This is an optimization exercise on Yosys and OpenROAD, whose aim is small area, a short achievable clock period and few clock cycles per item, not a production implementation. The RTL was checked by simulation tests, not by an equivalence proof against the original design. Power figures rest on the tool's default switching activity, not on a simulated workload.

==> flow/design.v, too long to show whole: its modules and the start of the top module <==
// module nio61_proc: 1344 lines
// module nio61_x2: 7 lines
// module nio61_crc: 300 lines
module nio61_proc (
    input  wire        clk,
    input  wire        rst,
    input  wire        in_valid,
    output wire        in_ready,
    input  wire [7:0]  in_len,
    input  wire [95:0] in_frame,
    output wire        out_valid,
    input  wire        out_ready,
    output wire        out_err,
    output wire [31:0] out_data
);
  // ...
==> flow/flow/run.sh <==
#!/bin/bash
# Layout: the standard flow (standard.sh) with two changes:
#  - synthesis maps the XOR gate module of the checksum network with ABC's
#    speed script (synth_x2.tcl); all else as in the standard synthesis;
#  - the port buffers are sky130_fd_sc_hd__buf_2 cells.
set -euo pipefail
W=$PWD
bash standard.sh SYNTH_SCRIPT=$W/flow/synth_x2.tcl \
  "BUFFER_PORTS_ARGS=-buffer_cell sky130_fd_sc_hd__buf_2" finish > $W/flow.log 2>&1
==> flow/flow/synth_x2.tcl <==
# The standard synthesis (synth_recipe.tcl) with one change: the one-gate
# module nio61_x2 (an XOR), of which the checksum network is built, is mapped
# with ABC's speed script, which maps it to an XOR cell; every other module
# is mapped with the script the flow settings select, exactly as in the
# standard synthesis.  Registers are untouched.
proc synth {args} { yosys synth -nofsm -noshare {*}$args }
proc abc {args} {
  set i [lsearch -exact $args -script]
  set speed [lreplace $args [expr {$i + 1}] [expr {$i + 1}] $::env(SCRIPTS_DIR)/abc_speed.script]
  yosys abc {*}$args nio61_proc nio61_crc
  yosys abc {*}$speed nio61_x2
}
source $::env(SCRIPTS_DIR)/synth.tcl
# left out here: clear keep_hierarchy, flatten, clean up, hide names made inside functions, write 1_2_yosys.v
==> flow/standard.sh <==
#!/bin/bash
# synth_recipe.tcl (not shown) runs the flow's synth.tcl, then flattens the netlist and writes it again
# the make line also repeats each setting of config.mk as NAME=value (left out here)
make -C /OpenROAD-flow-scripts/flow DESIGN_CONFIG=/design/flow/config.mk WORK_HOME=/design/flow/orfs CLKGATE_MAP_FILE= SYNTH_SCRIPT=/design/flow/synth_recipe.tcl "${@:-finish}"
==> flow/config.mk <==
export PLATFORM = sky130hd
export DESIGN_NAME = nio61_proc
export DESIGN_NICKNAME = nio61_proc
export VERILOG_FILES = /design/flow/design.v
export SDC_FILE = /design/flow/constraint.sdc
export NUM_CORES = 4
export LEC_CHECK = 0
export ABC_AREA = 1
export ABC_CLOCK_PERIOD_IN_PS = 3700
export CAP_MARGIN = 20
export CORE_MARGIN = 2
export CORE_UTILIZATION = 40
export CTS_BUF_LIST = sky130_fd_sc_hd__clkbuf_4 sky130_fd_sc_hd__clkbuf_8
export PLACE_DENSITY = 0.6
export SETUP_SLACK_MARGIN = 2.6
export SLEW_MARGIN = 20
export SYNTH_HIERARCHICAL = 1
export SYNTH_MINIMUM_KEEP_SIZE = 0
==> flow/constraint.sdc <==
create_clock -name core_clock -period 6.0 [get_ports {clk}]
set_input_delay 1.2000 -clock core_clock [delete_from_list [all_inputs] [get_ports {clk}]]
set_output_delay 1.2000 -clock core_clock [all_outputs]
set_load 0.01 [all_outputs]
==> results by group, run 1 <==
Placement
  • Routability congestion estimate: 0.956
  • Cells after DPL: 3,306
  • Post-placement worst setup slack: 1.93 ns

Timing
  • Endpoints failing setup: 0
  • Period utilization: 0.541
  • Skew final: 0.0598 ns

Synth
  • Largest area contributor in the netlist: edfxtp_1
  • Simple-gate portion of the synthesized area: 0.261
  • Sequential area share after synthesis: 0.455
  • Largest cells by area after synthesis: edfxtp_1, xor2_1, nand2_1
  • Adder-cell share of the synthesized area: 0.000476
  • Largest family of logic cells by synthesized area: simple AND/OR/NAND/NOR gates

Routing
  • DRT antenna net count: 0
  • WL met2: 25,300 um

Floorplan
  • Die Span X: 233 um
  • Die area: 54,400 um2

Finish
  • Non-CTS buffers: 190
  • Comb_multi_in: 1,825
  • Final Cell Area: 24,300 um2
  • Seq_cells: 321
  • Biggest register: rem_q1
  • Multi-input logic area: 10,400 um2

Worst setup path
  • CP endpoint: rem_q1[8]
  • CP max-delay cell: or2_1
  • Launch point of the critical path: in_frame[41]

Worst hold path
  • Min-delay worst type: reg2reg
  • Hold endpoint: p_q9[2]
  • Hold Startpoint: p_q7[0]

Pwr
  • Total Power: 7.20 mW
  • Pwr top: sequential cells
  • Maximum vdd drop: 0.132 mV

Global routing
  • Total Routing Usage GR: 0.185
  • First-pass GRT wire length: 80,000 um
  • Met2 GRT Util: 0.332

Status
  • Status: complete, no violations

Run
  • Max-Cap Viols: 0

Clock tree
  • CTS tree: yes
  • Post-CTS Hold Buffers: 0
  • Htree depth: 2
Testbench counts, summed over its fixed seeds: cycles 16,064, items 16,000.
==> inputs of run 2 (changes only) <==
--- a/flow/config.mk
+++ b/flow/config.mk
@@ -11,5 +11,5 @@
 export CORE_MARGIN = 2
-export CORE_UTILIZATION = 40
+export CORE_UTILIZATION = 60
 export CTS_BUF_LIST = sky130_fd_sc_hd__clkbuf_4 sky130_fd_sc_hd__clkbuf_8
-export PLACE_DENSITY = 0.6
+export PLACE_DENSITY = 0.75
 export SETUP_SLACK_MARGIN = 2.6
==> results by group, run 2 <==
Status
  • Status: complete, no violations (unchanged)

Timing
  • Unrepaired setup endpoints after global routing: true (was false)
  • Max Freq: 300 MHz (was 308 MHz)
  • Setup ws final: 2.67 ns (was 2.76 ns)
  • Min Hold Slack: 0.412 ns (was 0.389 ns)
  • Endpoints failing setup: 0 (unchanged)
  • Setup TNS Final: 0 ns (unchanged)
  • Least-Margin Pin Slew: 0.665 ns (was 0.976 ns)
  • Worst rel slew slack: 0.554 (was 0.349)
  • Period minus WS final: 3.33 ns (was 3.24 ns)
  • Period utilization: 0.555 (was 0.541)
  • Fin. max-slew vios: 0 (unchanged)
  • Hold Violations, Final: 0 (unchanged)
  • Skew final: 0.0197 ns (was 0.0598 ns)

Placement
  • Cells after DPL: 3,082 (was 3,306)
  • Post-placement worst setup slack: 1.89 ns (was 1.93 ns)
  • Post-DP HPWL: 40,000 um (was 39,800 um)
  • Number of port buffers: 136 (unchanged)
  • Routability congestion estimate: 0.942 (was 0.956)

Finish
  • Fill cells: 2,752 (was 4,923)
  • Commonest cells after routing, fill and taps aside: nand2_1, xor2_1, edfxtp_1 (unchanged)
  • Most common cell after layout, fill and taps aside: nand2_1 (unchanged)
  • Final nets: 2,857 (was 2,837)
  • Final Non-Filler Cells: 3,246 (was 3,453)
  • Ant diodes: 0 (unchanged)
  • Max reg flops: 16 (unchanged)
  • Area delta synth->final: 14.9% (was 15.7%)
  • Layout cells sized above 1: 0.169 (was 0.164)
  • Top Registers: rem_q1 x16, p_q15 x15, vm_q1 x15 (unchanged)
  • Biggest register: rem_q1 (unchanged)

Worst setup path
  • Worst setup EP type: flop (unchanged)
  • Req. time, crit path: 6.35 ns (was 6.33 ns)
  • Crit Path Class: reg2reg (was in2reg)
  • Worst-path fanout max: 13 (was 8)
  • WP data arrival: 3.68 ns (was 3.57 ns)
  • Element type at the critical path start: flop (was input port)

Pwr
  • Logic gate share of total power: 0.374 (was 0.363)
  • Power Density: 298 nW/um2 (was 296 nW/um2)
  • Static leakage: 11.3 nW (was 11.2 nW)
  • Clock Power Share: 0.255 (was 0.266)
  • Switch share: 0.363 (was 0.357)
  • Total Power: 7.20 mW (about the same)
  • Maximum vdd drop: 0.184 mV (was 0.132 mV)
  • Sw power: 2.61 mW (was 2.57 mW)
  • Sequential share of power: 0.370 (was 0.371)
  • P_int: 4.59 mW (was 4.63 mW)

Clock tree
  • Num Clock Sinks: 321 (unchanged)
  • Clk Latency, worst-skew pair: 0.62 ns (was 0.65 ns)
  • Clock buffer depth: 3 (unchanged)
  • CTS tree: yes (unchanged)
  • Htree depth: 2 (unchanged)
  • Clock buffer count from CTS: 52 (was 53)
  • Root buf cell: clkbuf_8 (unchanged)
  • Post-CTS Hold Buffers: 0 (unchanged)
  • Clock Pin Slew Worst Setup and Hold Paths: 0.06 ns (about the same)

Synth
  • Top FF cell, synth: edfxtp_1 (unchanged)
  • Synth top cells by count: nand2_1, xor2_1, inv_1 (unchanged)
  • Largest area contributor in the netlist: edfxtp_1 (unchanged)
  • Synthesized area per cell: 8.41 um2 (unchanged)
  • Synth async-reset ratio: 0 (unchanged)
  • Share of the synthesized area in the top cell type: 0.447 (unchanged)
  • Cells after synthesis: 2,497 (unchanged)
  • Top-count cell post-synth: nand2_1 (unchanged)
  • Cell Area, Synth: 21,000 um2 (unchanged)
  • Ys Warns: 7 (unchanged)
  • Sequential area share after synthesis: 0.455 (unchanged)
  • Largest cells by area after synthesis: edfxtp_1, xor2_1, nand2_1 (unchanged)
  • Netlist cell types: 51 (unchanged)
  • Post-synth EDFFs: 313 (unchanged)
  • Yosys reg bits: 321 (unchanged)

Global routing
  • Total Routing Usage GR: 0.281 (was 0.185)
  • Initial antenna violation count: 0 (unchanged)
  • GRT overflow: 0 (unchanged)
  • Vias in the first global route: 16.7k (was 16.0k)
  • First-pass GRT wire length: 81,000 um (was 80,000 um)
  • Largest net degree at the start of global routing: 48 (unchanged)

Routing
  • Final wirelength: 51,700 um (was 50,400 um)
  • DRT Pass-1 Iters: 6 (was 5)
  • DRT antenna net count: 0 (unchanged)
  • DR vias: 17.5k (was 16.8k)
  • # DRC: 0 (unchanged)
  • Drt wl/cell: 15.9 um (was 14.6 um)
  • Vias per Instance: 5.39 (was 4.85)
  • DR iter-0 viols: 1,063 (was 958)

Floorplan
  • Initial Utilization: 0.608 (was 0.407)
  • Die height: 191 um (was 233 um)
  • Core area: 34,500 um2 (was 51,600 um2)
  • Die area: 36,500 um2 (was 54,400 um2)
  • Die Span X: 191 um (was 233 um)
  • FP Rows: 68 (was 83)
  • # IOs: 143 (unchanged)

Worst hold path
  • Min-delay worst type: reg2reg (unchanged)

Run
  • Max-Cap Viols: 0 (unchanged)
-- run 2: what timing repair did --
action,CTS,global route
hold endpoints to repair,0,0
endpoints found under the setup margin,25,73
cloned,1,1
pin swaps,2,19
resized for setup,5,90
setup buffers,9,57
-- run 2: per-layer routing --
metal | vias up | track usage | part of all wire
met5 | - | 0 | 0
met4 | 0 | 0.125 | 0.042
met3 | 146 | 0.0362 | 0.051
met2 | 568 | 0.520 | 0.51
met1 | 8150 | 0.325 | 0.39
li1 | 8619 | - | -
-- run 2: path summary, 6_finish.rpt --
check                  start    endpoint  slack, ns  cells past startpoint
hold reg to reg   low9_q3[3]  low9_q5[3]       0.41                      0
setup reg to reg   vm_q1[13]  rem_q3[10]       2.67                     22
hold / removal    low9_q3[3]  low9_q5[3]       0.41                      0
setup / recovery   vm_q1[13]  rem_q3[10]       2.67                     22
-- run 2: final cells by class --
cell class	instances	area, um2	area share
Multi-Input combinational cell	1827	10400	0.432
Timing Repair Buffer	210	1260	0.0524
Inverter	337	1280	0.0531
Clock inverter	29	189	0.00783
Sequential cell	321	9560	0.396
Tap cell	455	569	0.0236
Clock buffer	67	835	0.0346
-- run 2: cell families (layout without fill, tap and decap cells) --
logic type               Yosys count  count (layout)  share of synthesized area
AND/OR/NAND/NOR                 1248            1250                      0.261
AO/OA/AOI/OAI                    168             168                     0.0472
adder cells (fa/ha/maj)            1               1                   0.000476
buffers and inverters            356             643                     0.0679
flip-flops                       321             321                      0.455
other                              1               6                   0.000178
XOR/XNOR                         402             402                      0.168
-- run 2: per-stage QoR --
stage               instance area [um2]   util
floorplan                         21100      -
global placement                  22200  0.643
detailed placement                22200  0.643
CTS                               23300  0.676
global route                      24100  0.699
finish                            24100  0.699
-- run 2: worst max-delay path, cell delays in order (launching register included) --
cell,delay (ns)
edfxtp_1,0.47
inv_2,0.16
nand2_2,0.08
nand2_1,0.12
inv_2,0.05
nand2_1,0.13
inv_2,0.07
nand2_1,0.08
nand2_1,0.08
a21oi_4,0.14
buf_12,0.16
buf_4,0.12
buf_4,0.10
nand4_1,0.15
nand3_2,0.13
nand2_1,0.09
nor2_2,0.13
nand2_1,0.09
a21oi_4,0.25
nor2_4,0.12
buf_4,0.15
nand4_1,0.07
nand2_1,0.11
-- run 2: power groups by stage --
stage	Combinational, mW	Clock, mW	Sequential, mW
4_1_cts	2.50	1.89	2.67
5_1_grt	3.00	1.98	2.68
3_3_place_gp	2.39	0	2.71
2_1_floorplan	1.95	0	2.69
3_5_place_dp	2.45	0	2.71
6_report	2.70	1.84	2.67
-- run 2: Yosys stat by module (local to each module, per instance) --
| module | cells | cell area (um2) |
|---|---|---|
| nio61_proc | 2187 | 18400 |
| nio61_crc | 18 | 72.6 |
| nio61_x2 | 1 | 8.76 |

## static timing again, ports no longer ideal
How much do the figures lean on ideal ports? The routed layouts below were timed once more, with nothing changed but the port constraints.
Step 1 (the two cells are an assumption about what drives the block):
set clk [get_ports {clk}]
set_driving_cell -lib_cell sky130_fd_sc_hd__clkbuf_16 $clk
set_driving_cell -lib_cell sky130_fd_sc_hd__buf_2 [delete_from_list [all_inputs] $clk]
Step 2 adds t to the input delays and takes it off the output delays; t is the mean of the earliest and latest rising clock arrival at the registers after step 1. Input paths then give back, and output paths get back, about the clock's delay inside the block.
Slacks: ideal ports / drivers / drivers and shift; pairs: ideal ports / drivers.
| run | shift t [ns] | setup WS [ns] | worst register clock-pin slew, ns |
|---|---|---|---|
| run 1 | 0.671 | 2.756 / 2.784 / 2.120 | 0.07 / 0.07 |
| run 2 | 0.662 | 2.670 / 2.670 / 2.101 | 0.06 / 0.06 |
After both steps every run listed still meets setup and hold. For run 1, which loses most, drivers alone change the setup slack by +0.028 ns; drivers and shift together by -0.636 ns.
